Source: an optimization exercise on an open RTL-to-GDS flow (aim: small area). Production flows keep margins and buffers that such runs may drop.
The RTL was checked by simulation tests, not by an equivalence proof against the original design.
Power and IR drop assume default switching activity. No driver is modelled on the clock port, so clocking that relies on it looks cheaper here than on a real chip.

==> flow/design.v <==
module amc_crc16 (
    input  wire [15:0] c,
    input  wire        d,
    output wire [15:0] n
);
    assign n = {c[14:0], 1'b0} ^ ((c[15] ^ d) ? 16'h1021 : 16'h0000);
endmodule
module amc131m0x_spi (
    input  wire        clk,
    input  wire        rst_n,         
    input  wire        cs_n,
    input  wire        sclk,
    input  wire        mosi,
    output wire        miso,
    input  wire        rst_line_n,    
    output reg         timer_arm,     
    input  wire        timer_done,    
    input  wire [23:0] ch0_code,
    input  wire [23:0] ch1_code,
    input  wire [23:0] ch2_code
);
    reg         sclk_q, rstl_q;
    reg         sel;             
    reg  [6:0]  k;               
    reg  [15:0] cmd;             
    reg  [15:0] x;               
    reg  [15:0] rxcrc, txcrc;
    reg  [71:0] cr;              
    reg  [1:0]  ph;              
    reg         obit;            
    reg  [15:0] resp;
    reg         resp_set;
    reg         st6;             
    reg         ctrl0;           
    reg         timer_pending;
    reg  [991:0] ring;           
    reg  [5:0]   pos;            
    reg          wr_pend;
    reg          clr_req, clearing;
    wire act      = ~(k[6] & k[5] & k[4] & k[3]);    
    wire rise     = sclk & ~sclk_q;
    wire go       = rise & sel & act;
    wire last     = go & (k == 7'd119);
    wire bank_rst = ~rst_line_n & rstl_q;
    wire bank_clr = ~rst_n | bank_rst;
    wire [6:0]  addr     = cmd[12:6];
    wire        is_null  = (cmd == 16'h0000);
    wire        is_read  = (cmd[15:13] == 3'b101);
    wire        is_write = (cmd[15:13] == 3'b011);
    wire        crc_ok   = (rxcrc == 16'h0000);
    wire        accept   = last & crc_ok;
    wire        cs_fall  = ~sel & ~cs_n;
    wire        build    = cs_fall | accept;
    wire        wr_ok    = accept & is_write & (addr[5:1] != 5'd0) & ~addr[6];
    wire        wr_ctrl  = accept & is_write & (addr == 7'h31);
    wire        arm_now  = wr_ctrl & ~ctrl0 & x[0] & ~timer_pending;
    wire [15:0] reg1 = {9'b0, st6, 6'b0};
    reg  [15:0] rd_val, r;
    always @* begin
        if (addr[6])
            rd_val = 16'h0000;
        else if (addr[5:0] == 6'd0)
            rd_val = 16'h0003;
        else if (addr[5:0] == 6'd1)
            rd_val = reg1;
        else
            rd_val = x;
        if (is_null)
            r = reg1;
        else if (is_read)
            r = rd_val;
        else if (is_write)
            r = {3'b001, cmd[12:0]};
        else
            r = 16'h0000;
    end
    wire [15:0]  hdr   = resp_set ? resp : reg1;
    wire [127:0] fr    = {hdr, 8'h00, {72{obit}}, {32{txcrc[15]}}};
    wire [6:0]   kn    = ~k;
    wire         txbit = fr[kn];
    assign miso = txbit;
    wire [15:0] rxcrc_n, txcrc_n;
    amc_crc16 u_rx_crc (.c(rxcrc), .d(mosi),  .n(rxcrc_n));
    amc_crc16 u_tx_crc (.c(txcrc), .d(txbit), .n(txcrc_n));
    wire [15:0] tap   = ring[991:976];
    wire        hit   = (pos == (wr_pend ? resp[11:6] : cmd[11:6]));
    wire        wnow  = wr_pend & hit;
    wire        pf    = cmd[15] & (k >= 7'd40) & hit;
    wire        s_x   = wnow & ~clearing;
    wire        s_t   = ~wnow & ~clearing;
    wire [15:0] tin   = ({16{s_x}} & x) | ({16{s_t}} & tap);
    wire        pos_m = (pos[4:0] == 5'd0);
    always @(posedge clk) begin
        ring <= {ring[975:0], tin};
        pos  <= pos_m ? 6'd2 : {pos[4:0], pos[5] ^ pos[4]};
        if (bank_clr)
            clr_req <= 1'b1;
        else if (pos_m)
            clr_req <= 1'b0;
        if (pos_m)
            clearing <= clr_req;
        if (bank_clr)
            wr_pend <= 1'b0;
        else if (wr_ok)
            wr_pend <= 1'b1;
        else if (wnow)
            wr_pend <= 1'b0;
    end
    wire [71:0] chv = {ch0_code, ch1_code, ch2_code};
    wire        ld  = sel & (k == 7'd0) & ~rise;
    wire [31:0] ctap;
    genvar c;
    generate
        for (c = 0; c < 18; c = c + 1) begin : g_cr
            wire [3:0] src = chv[71 - 4*c -: 4];    
            always @(posedge clk)
                cr[4*c +: 4] <= {cr[4*c +: 3], ld ? src[3 - ph] : cr[4*c + 3]};
            assign ctap[c + 6] = cr[4*c + 3];
        end
    endgenerate
    assign ctap[5:0]   = 6'd0;
    assign ctap[31:24] = 8'd0;
    always @(posedge clk) begin
        ph <= ph + 2'd1;
        if (ph == k[1:0])
            obit <= ctap[k[6:2]];
    end
    always @(posedge clk) begin
        sclk_q    <= sclk;
        rstl_q    <= rst_line_n;
        sel       <= ~cs_n;
        timer_arm <= arm_now;
        if (build)
            k <= 7'd0;
        else if (go)
            k <= k + 7'd1;
        if (go && k < 7'd16)
            cmd <= {cmd[14:0], mosi};
        if (go && k >= 7'd24 && k < 7'd40)
            x <= {x[14:0], mosi};
        else if (pf)
            x <= tap;
        if (build)
            rxcrc <= 16'hFFFF;
        else if (go && k < 7'd112)
            rxcrc <= rxcrc_n;
        if (build)
            txcrc <= 16'hFFFF;
        else if (go)
            txcrc <= txcrc_n;
        if (accept)
            resp <= r;
        if (!rst_n)
            resp_set <= 1'b0;
        else if (accept)
            resp_set <= 1'b1;
        if (bank_clr)
            st6 <= 1'b1;
        else if (timer_done && timer_pending)
            st6 <= 1'b0;
        if (bank_clr)
            ctrl0 <= 1'b0;
        else if (wr_ctrl)
            ctrl0 <= x[0];
        if (!rst_n)
            timer_pending <= 1'b0;
        else if (arm_now)
            timer_pending <= 1'b1;
        else if (timer_done)
            timer_pending <= 1'b0;
    end
endmodule
Settings: LEC_CHECK=0, CAP_MARGIN=20, CORE_MARGIN=2, CORE_UTILIZATION=60, SLEW_MARGIN=20; clock period 12.0 ns.
standard.sh (not shown) runs the stock make flow with config.mk's settings and CLKGATE_MAP_FILE= SYNTH_SCRIPT=/design/flow/synth_recipe.tcl, a recipe that flattens the netlist after the stock synthesis.
==> flow/flow/run.sh <==
#!/bin/bash
# Own layout flow: the standard flow (standard.sh, unchanged synthesis and steps)
# with two settings passed to ORFS through the environment:
#  - clock tree synthesis without dummy loads, with larger sink clusters;
#  - port buffers of the smallest buffer cell.
# make's output goes to make.log; ORFS writes each step's log under orfs/logs/.
set -euo pipefail
export CTS_ARGS="-sink_clustering_enable -repair_clock_nets -dont_use_dummy_load -sink_clustering_size 30 -sink_clustering_max_diameter 150"
export BUFFER_PORTS_ARGS="-buffer_cell sky130_fd_sc_hd__buf_1"
bash ./standard.sh > make.log 2>&1
Then changed:
--- a/flow/design.v
+++ b/flow/design.v
@@ -26,7 +26,5 @@
     reg  [15:0] x;               
     reg  [15:0] rxcrc, txcrc;
-    reg  [71:0] cr;              
-    reg  [1:0]  ph;              
-    reg         obit;            
+    reg  [71:0] chr;             
     reg  [15:0] resp;
     reg         resp_set;
@@ -76,5 +74,5 @@
     end
     wire [15:0]  hdr   = resp_set ? resp : reg1;
-    wire [127:0] fr    = {hdr, 8'h00, {72{obit}}, {32{txcrc[15]}}};
+    wire [127:0] fr    = {hdr, 8'h00, chr, {32{txcrc[15]}}};
     wire [6:0]   kn    = ~k;
     wire         txbit = fr[kn];
@@ -84,7 +82,6 @@
     amc_crc16 u_tx_crc (.c(txcrc), .d(txbit), .n(txcrc_n));
     wire [15:0] tap   = ring[991:976];
-    wire        hit   = (pos == (wr_pend ? resp[11:6] : cmd[11:6]));
-    wire        wnow  = wr_pend & hit;
-    wire        pf    = cmd[15] & (k >= 7'd40) & hit;
+    wire        wnow  = wr_pend & (pos == resp[11:6]);
+    wire        pf    = cmd[15] & (k >= 7'd40) & (pos == cmd[11:6]);
     wire        s_x   = wnow & ~clearing;
     wire        s_t   = ~wnow & ~clearing;
@@ -106,23 +103,4 @@
         else if (wnow)
             wr_pend <= 1'b0;
-    end
-    wire [71:0] chv = {ch0_code, ch1_code, ch2_code};
-    wire        ld  = sel & (k == 7'd0) & ~rise;
-    wire [31:0] ctap;
-    genvar c;
-    generate
-        for (c = 0; c < 18; c = c + 1) begin : g_cr
-            wire [3:0] src = chv[71 - 4*c -: 4];    
-            always @(posedge clk)
-                cr[4*c +: 4] <= {cr[4*c +: 3], ld ? src[3 - ph] : cr[4*c + 3]};
-            assign ctap[c + 6] = cr[4*c + 3];
-        end
-    endgenerate
-    assign ctap[5:0]   = 6'd0;
-    assign ctap[31:24] = 8'd0;
-    always @(posedge clk) begin
-        ph <= ph + 2'd1;
-        if (ph == k[1:0])
-            obit <= ctap[k[6:2]];
     end
     always @(posedge clk) begin
@@ -149,4 +127,6 @@
         else if (go)
             txcrc <= txcrc_n;
+        if (build)
+            chr <= {ch0_code, ch1_code, ch2_code};
         if (accept)
             resp <= r;
Setup slack gets worse by 0.58 ns.
Total power is lower slightly.
Wire length is higher by roughly a tenth.
Synthesized cell count is lower slightly.
Maximum frequency is lower by roughly a tenth.
Final cell count hardly moves.
Worst hold slack gets better by 0.068 ns.
Clock skew is lower by 0.032 ns.
Sequential share of layout area is higher by 1.1 points.
Global-route usage is higher by 1.1 points.

* * *

Setup of rev 12:
RTL: one of the versions met above, not the one the previous note started from.
Size in the first run: ~1500 cells after synthesis, roughly 1200 flip-flops, roughly 81 I/O pins, ~27000 um^2 of cells after synthesis.
==> module amc131m0x_spi, before the edit <==
module amc131m0x_spi (
    input  wire        clk,
    input  wire        rst_n,         
    input  wire        cs_n,
    input  wire        sclk,
    input  wire        mosi,
    output wire        miso,
    input  wire        rst_line_n,    
    output reg         timer_arm,     
    input  wire        timer_done,    
    input  wire [23:0] ch0_code,
    input  wire [23:0] ch1_code,
    input  wire [23:0] ch2_code
);
    reg         sclk_q, rstl_q;
    reg         sel;             
    reg  [6:0]  k;               
    reg  [15:0] cmd;             
    reg  [15:0] x;               
    reg  [15:0] rxcrc, txcrc;
    reg  [71:0] chr;             
    reg  [15:0] resp;
    reg         resp_set;
    reg         st6;             
    reg         ctrl0;           
    reg         timer_pending;
    reg  [991:0] ring;           
    reg  [5:0]   pos;            
    reg          wr_pend;
    reg          clr_req, clearing;
    wire act      = ~(k[6] & k[5] & k[4] & k[3]);    
    wire rise     = sclk & ~sclk_q;
    wire go       = rise & sel & act;
    wire last     = go & (k == 7'd119);
    wire bank_rst = ~rst_line_n & rstl_q;
    wire bank_clr = ~rst_n | bank_rst;
    wire [6:0]  addr     = cmd[12:6];
    wire        is_null  = (cmd == 16'h0000);
    wire        is_read  = (cmd[15:13] == 3'b101);
    wire        is_write = (cmd[15:13] == 3'b011);
    wire        crc_ok   = (rxcrc == 16'h0000);
    wire        accept   = last & crc_ok;
    wire        cs_fall  = ~sel & ~cs_n;
    wire        build    = cs_fall | accept;
    wire        wr_ok    = accept & is_write & (addr[5:1] != 5'd0) & ~addr[6];
    wire        wr_ctrl  = accept & is_write & (addr == 7'h31);
    wire        arm_now  = wr_ctrl & ~ctrl0 & x[0] & ~timer_pending;
    wire [15:0] reg1 = {9'b0, st6, 6'b0};
    reg  [15:0] rd_val, r;
    always @* begin
        if (addr[6])
            rd_val = 16'h0000;
        else if (addr[5:0] == 6'd0)
            rd_val = 16'h0003;
        else if (addr[5:0] == 6'd1)
            rd_val = reg1;
        else
            rd_val = x;
        if (is_null)
            r = reg1;
        else if (is_read)
            r = rd_val;
        else if (is_write)
            r = {3'b001, cmd[12:0]};
        else
            r = 16'h0000;
    end
    wire [15:0]  hdr   = resp_set ? resp : reg1;
    wire [127:0] fr    = {hdr, 8'h00, chr, {32{txcrc[15]}}};
    wire [6:0]   kn    = ~k;
    wire         txbit = fr[kn];
    assign miso = txbit;
    wire [15:0] rxcrc_n, txcrc_n;
    amc_crc16 u_rx_crc (.c(rxcrc), .d(mosi),  .n(rxcrc_n));
    amc_crc16 u_tx_crc (.c(txcrc), .d(txbit), .n(txcrc_n));
    wire [15:0] tap   = ring[991:976];
    wire        wnow  = wr_pend & (pos == resp[11:6]);
    wire        pf    = cmd[15] & (k >= 7'd40) & (pos == cmd[11:6]);
    wire        s_x   = wnow & ~clearing;
    wire        s_t   = ~wnow & ~clearing;
    wire [15:0] tin   = ({16{s_x}} & x) | ({16{s_t}} & tap);
    wire        pos_m = (pos[4:0] == 5'd0);
    always @(posedge clk) begin
        ring <= {ring[975:0], tin};
        pos  <= pos_m ? 6'd2 : {pos[4:0], pos[5] ^ pos[4]};
        if (bank_clr)
            clr_req <= 1'b1;
        else if (pos_m)
            clr_req <= 1'b0;
        if (pos_m)
            clearing <= clr_req;
        if (bank_clr)
            wr_pend <= 1'b0;
        else if (wr_ok)
            wr_pend <= 1'b1;
        else if (wnow)
            wr_pend <= 1'b0;
    end
    always @(posedge clk) begin
        sclk_q    <= sclk;
        rstl_q    <= rst_line_n;
        sel       <= ~cs_n;
        timer_arm <= arm_now;
        if (build)
            k <= 7'd0;
        else if (go)
            k <= k + 7'd1;
        if (go && k < 7'd16)
            cmd <= {cmd[14:0], mosi};
        if (go && k >= 7'd24 && k < 7'd40)
            x <= {x[14:0], mosi};
        else if (pf)
            x <= tap;
        if (build)
            rxcrc <= 16'hFFFF;
        else if (go && k < 7'd112)
            rxcrc <= rxcrc_n;
        if (build)
            txcrc <= 16'hFFFF;
        else if (go)
            txcrc <= txcrc_n;
        if (build)
            chr <= {ch0_code, ch1_code, ch2_code};
        if (accept)
            resp <= r;
        if (!rst_n)
            resp_set <= 1'b0;
        else if (accept)
            resp_set <= 1'b1;
        if (bank_clr)
            st6 <= 1'b1;
        else if (timer_done && timer_pending)
            st6 <= 1'b0;
        if (bank_clr)
            ctrl0 <= 1'b0;
        else if (wr_ctrl)
            ctrl0 <= x[0];
        if (!rst_n)
            timer_pending <= 1'b0;
        else if (arm_now)
            timer_pending <= 1'b1;
        else if (timer_done)
            timer_pending <= 1'b0;
    end
endmodule
clock: 12.0 ns
lec_check: 0
cap_margin: 20
core_margin: 2
core_utilization: 40
slew_margin: 20
==> flow/flow/run.sh <==
#!/bin/bash
# Own layout flow: the standard flow (standard.sh, unchanged synthesis and steps)
# with two settings passed to ORFS through the environment:
#  - clock tree synthesis without dummy loads, with larger sink clusters;
#  - port buffers of the smallest buffer cell.
# make's output goes to make.log; ORFS writes each step's log under orfs/logs/.
set -euo pipefail
export CTS_ARGS="-sink_clustering_enable -repair_clock_nets -dont_use_dummy_load -sink_clustering_size 30 -sink_clustering_max_diameter 50"
export BUFFER_PORTS_ARGS="-buffer_cell sky130_fd_sc_hd__buf_1"
bash ./standard.sh > make.log 2>&1
Inputs modified between rev 12 and rev 13:
--- a/flow/design.v
+++ b/flow/design.v
@@ -18,12 +18,13 @@
     input  wire [23:0] ch0_code,
     input  wire [23:0] ch1_code,
     input  wire [23:0] ch2_code
 );
     reg         sclk_q, rstl_q;
     reg         sel;             
+    reg         act;             
     reg  [6:0]  k;               
     reg  [15:0] cmd;             
     reg  [15:0] x;               
     reg  [15:0] rxcrc, txcrc;
     reg  [71:0] chr;             
     reg  [15:0] resp;
@@ -32,13 +33,12 @@
     reg         ctrl0;           
     reg         timer_pending;
     reg  [991:0] ring;           
     reg  [5:0]   pos;            
     reg          wr_pend;
     reg          clr_req, clearing;
-    wire act      = ~(k[6] & k[5] & k[4] & k[3]);    
     wire rise     = sclk & ~sclk_q;
     wire go       = rise & sel & act;
     wire last     = go & (k == 7'd119);
     wire bank_rst = ~rst_line_n & rstl_q;
     wire bank_clr = ~rst_n | bank_rst;
     wire [6:0]  addr     = cmd[12:6];
@@ -69,35 +69,31 @@
             r = rd_val;
         else if (is_write)
             r = {3'b001, cmd[12:0]};
         else
             r = 16'h0000;
     end
-    wire [15:0]  hdr   = resp_set ? resp : reg1;
-    wire [127:0] fr    = {hdr, 8'h00, chr, {32{txcrc[15]}}};
-    wire [6:0]   kn    = ~k;
-    wire         txbit = fr[kn];
-    assign miso = txbit;
+    wire [15:0] hdr   = resp_set ? resp : reg1;
+    wire [95:0] body  = {hdr, 8'h00, chr};
+    wire        txbit = (k < 7'd96) ? body[7'd95 - k] : txcrc[15];
+    assign miso = act & txbit;
     wire [15:0] rxcrc_n, txcrc_n;
     amc_crc16 u_rx_crc (.c(rxcrc), .d(mosi),  .n(rxcrc_n));
     amc_crc16 u_tx_crc (.c(txcrc), .d(txbit), .n(txcrc_n));
-    wire [15:0] tap   = ring[991:976];
-    wire        wnow  = wr_pend & (pos == resp[11:6]);
-    wire        pf    = cmd[15] & (k >= 7'd40) & (pos == cmd[11:6]);
-    wire        s_x   = wnow & ~clearing;
-    wire        s_t   = ~wnow & ~clearing;
-    wire [15:0] tin   = ({16{s_x}} & x) | ({16{s_t}} & tap);
-    wire        pos_m = (pos[4:0] == 5'd0);
+    wire [15:0] tap  = ring[991:976];
+    wire        wnow = wr_pend & (pos == resp[11:6]);
+    wire        pf   = cmd[15] & (k >= 7'd40) & (pos == cmd[11:6]);
+    wire [15:0] tin  = clearing ? 16'h0000 : (wnow ? x : tap);
     always @(posedge clk) begin
         ring <= {ring[975:0], tin};
-        pos  <= pos_m ? 6'd2 : {pos[4:0], pos[5] ^ pos[4]};
+        pos  <= (pos == 6'd63) ? 6'd2 : pos + 6'd1;
         if (bank_clr)
             clr_req <= 1'b1;
-        else if (pos_m)
+        else if (pos == 6'd63)
             clr_req <= 1'b0;
-        if (pos_m)
+        if (pos == 6'd63)
             clearing <= clr_req;
         if (bank_clr)
             wr_pend <= 1'b0;
         else if (wr_ok)
             wr_pend <= 1'b1;
         else if (wnow)
@@ -105,12 +101,13 @@
     end
     always @(posedge clk) begin
         sclk_q    <= sclk;
         rstl_q    <= rst_line_n;
         sel       <= ~cs_n;
         timer_arm <= arm_now;
+        act <= build | (act & ~last);
         if (build)
             k <= 7'd0;
         else if (go)
             k <= k + 7'd1;
         if (go && k < 7'd16)
             cmd <= {cmd[14:0], mosi};
Results
- Between rev 12 and rev 13, the initial core utilization is higher for rev 13.
- Utilization of the core after routing, rev 12 and rev 13: lower on rev 13
- Relative to rev 12, the number of multi-input combinational cells in the layout of rev 13 is higher by 2.4%.
- As far as flip-flop and latch count after synthesis is concerned, rev 12 and rev 13 perform about the same.
- met2 wire length was lower in rev 12 than in rev 13.
- Looking at power consumption across rev 12 and rev 13, the one that comes out lower is rev 13.
- Summary — gate count of the mapped netlist, rev 13 relative to rev 12: higher, by 9.
- Signed area change from the synthesized netlist to the final layout | rev 13 below rev 12
- Rev 13 gives less worst hold slack than rev 12 did.
- Rev 12 vs rev 13, critical path launch point: k[3]$_SDFFE_PP0P_ vs k[1]$_SDFFE_PP0P_
- Simple-gate share of the synthesized area: rev 13 > rev 12
- Status: design area parity (rev 13, rev 12)
- Total CTS buffers went down by more than 10% going from rev 12 to rev 13.
- Diff rev 12 and rev 13: count of distinct cell types in the synthesized netlist lower in rev 12

[what the ideal ports hide]
Ports are ideal in the flow. The routed layouts listed here were re-timed in OpenROAD.
Step 1 (the two cells are an assumption about what drives the block):
set clk [get_ports {clk}]
set_driving_cell -lib_cell sky130_fd_sc_hd__clkbuf_16 $clk
set_driving_cell -lib_cell sky130_fd_sc_hd__buf_2 [delete_from_list [all_inputs] $clk]
Step 2 moves the port delays by t, midway between the first and last clock arrival at a register: inputs arrive t later, outputs are due t later. That takes back most of the time a late clock gives input paths.
Slacks: no drivers / after step 1 / after step 2; pairs: no drivers / after step 1.
run | shift t [ns] | slack for setup (ns) | worst setup path at the end | latest minus earliest clock arrival (ns) | cell pins on the clock port's net
the first run of note 1 | 0.618 | 7.077 / 7.023 / 7.488 | input to register | 0.098 / 0.098 | 1
the second run of note 1 | 0.633 | 6.496 / 6.442 / 6.610 | input to register | 0.036 / 0.037 | 1
rev 12 | 0.637 | 6.555 / 6.498 / 6.619 | input to register | 0.085 / 0.085 | 1
rev 13 | 0.668 | 6.279 / 6.225 / 6.136 | input to register | 0.083 / 0.082 | 1
After both steps setup and hold are still met in every run listed. For rev 13, which loses most, drivers alone change the setup slack by -0.054 ns; drivers and shift together by -0.143 ns.
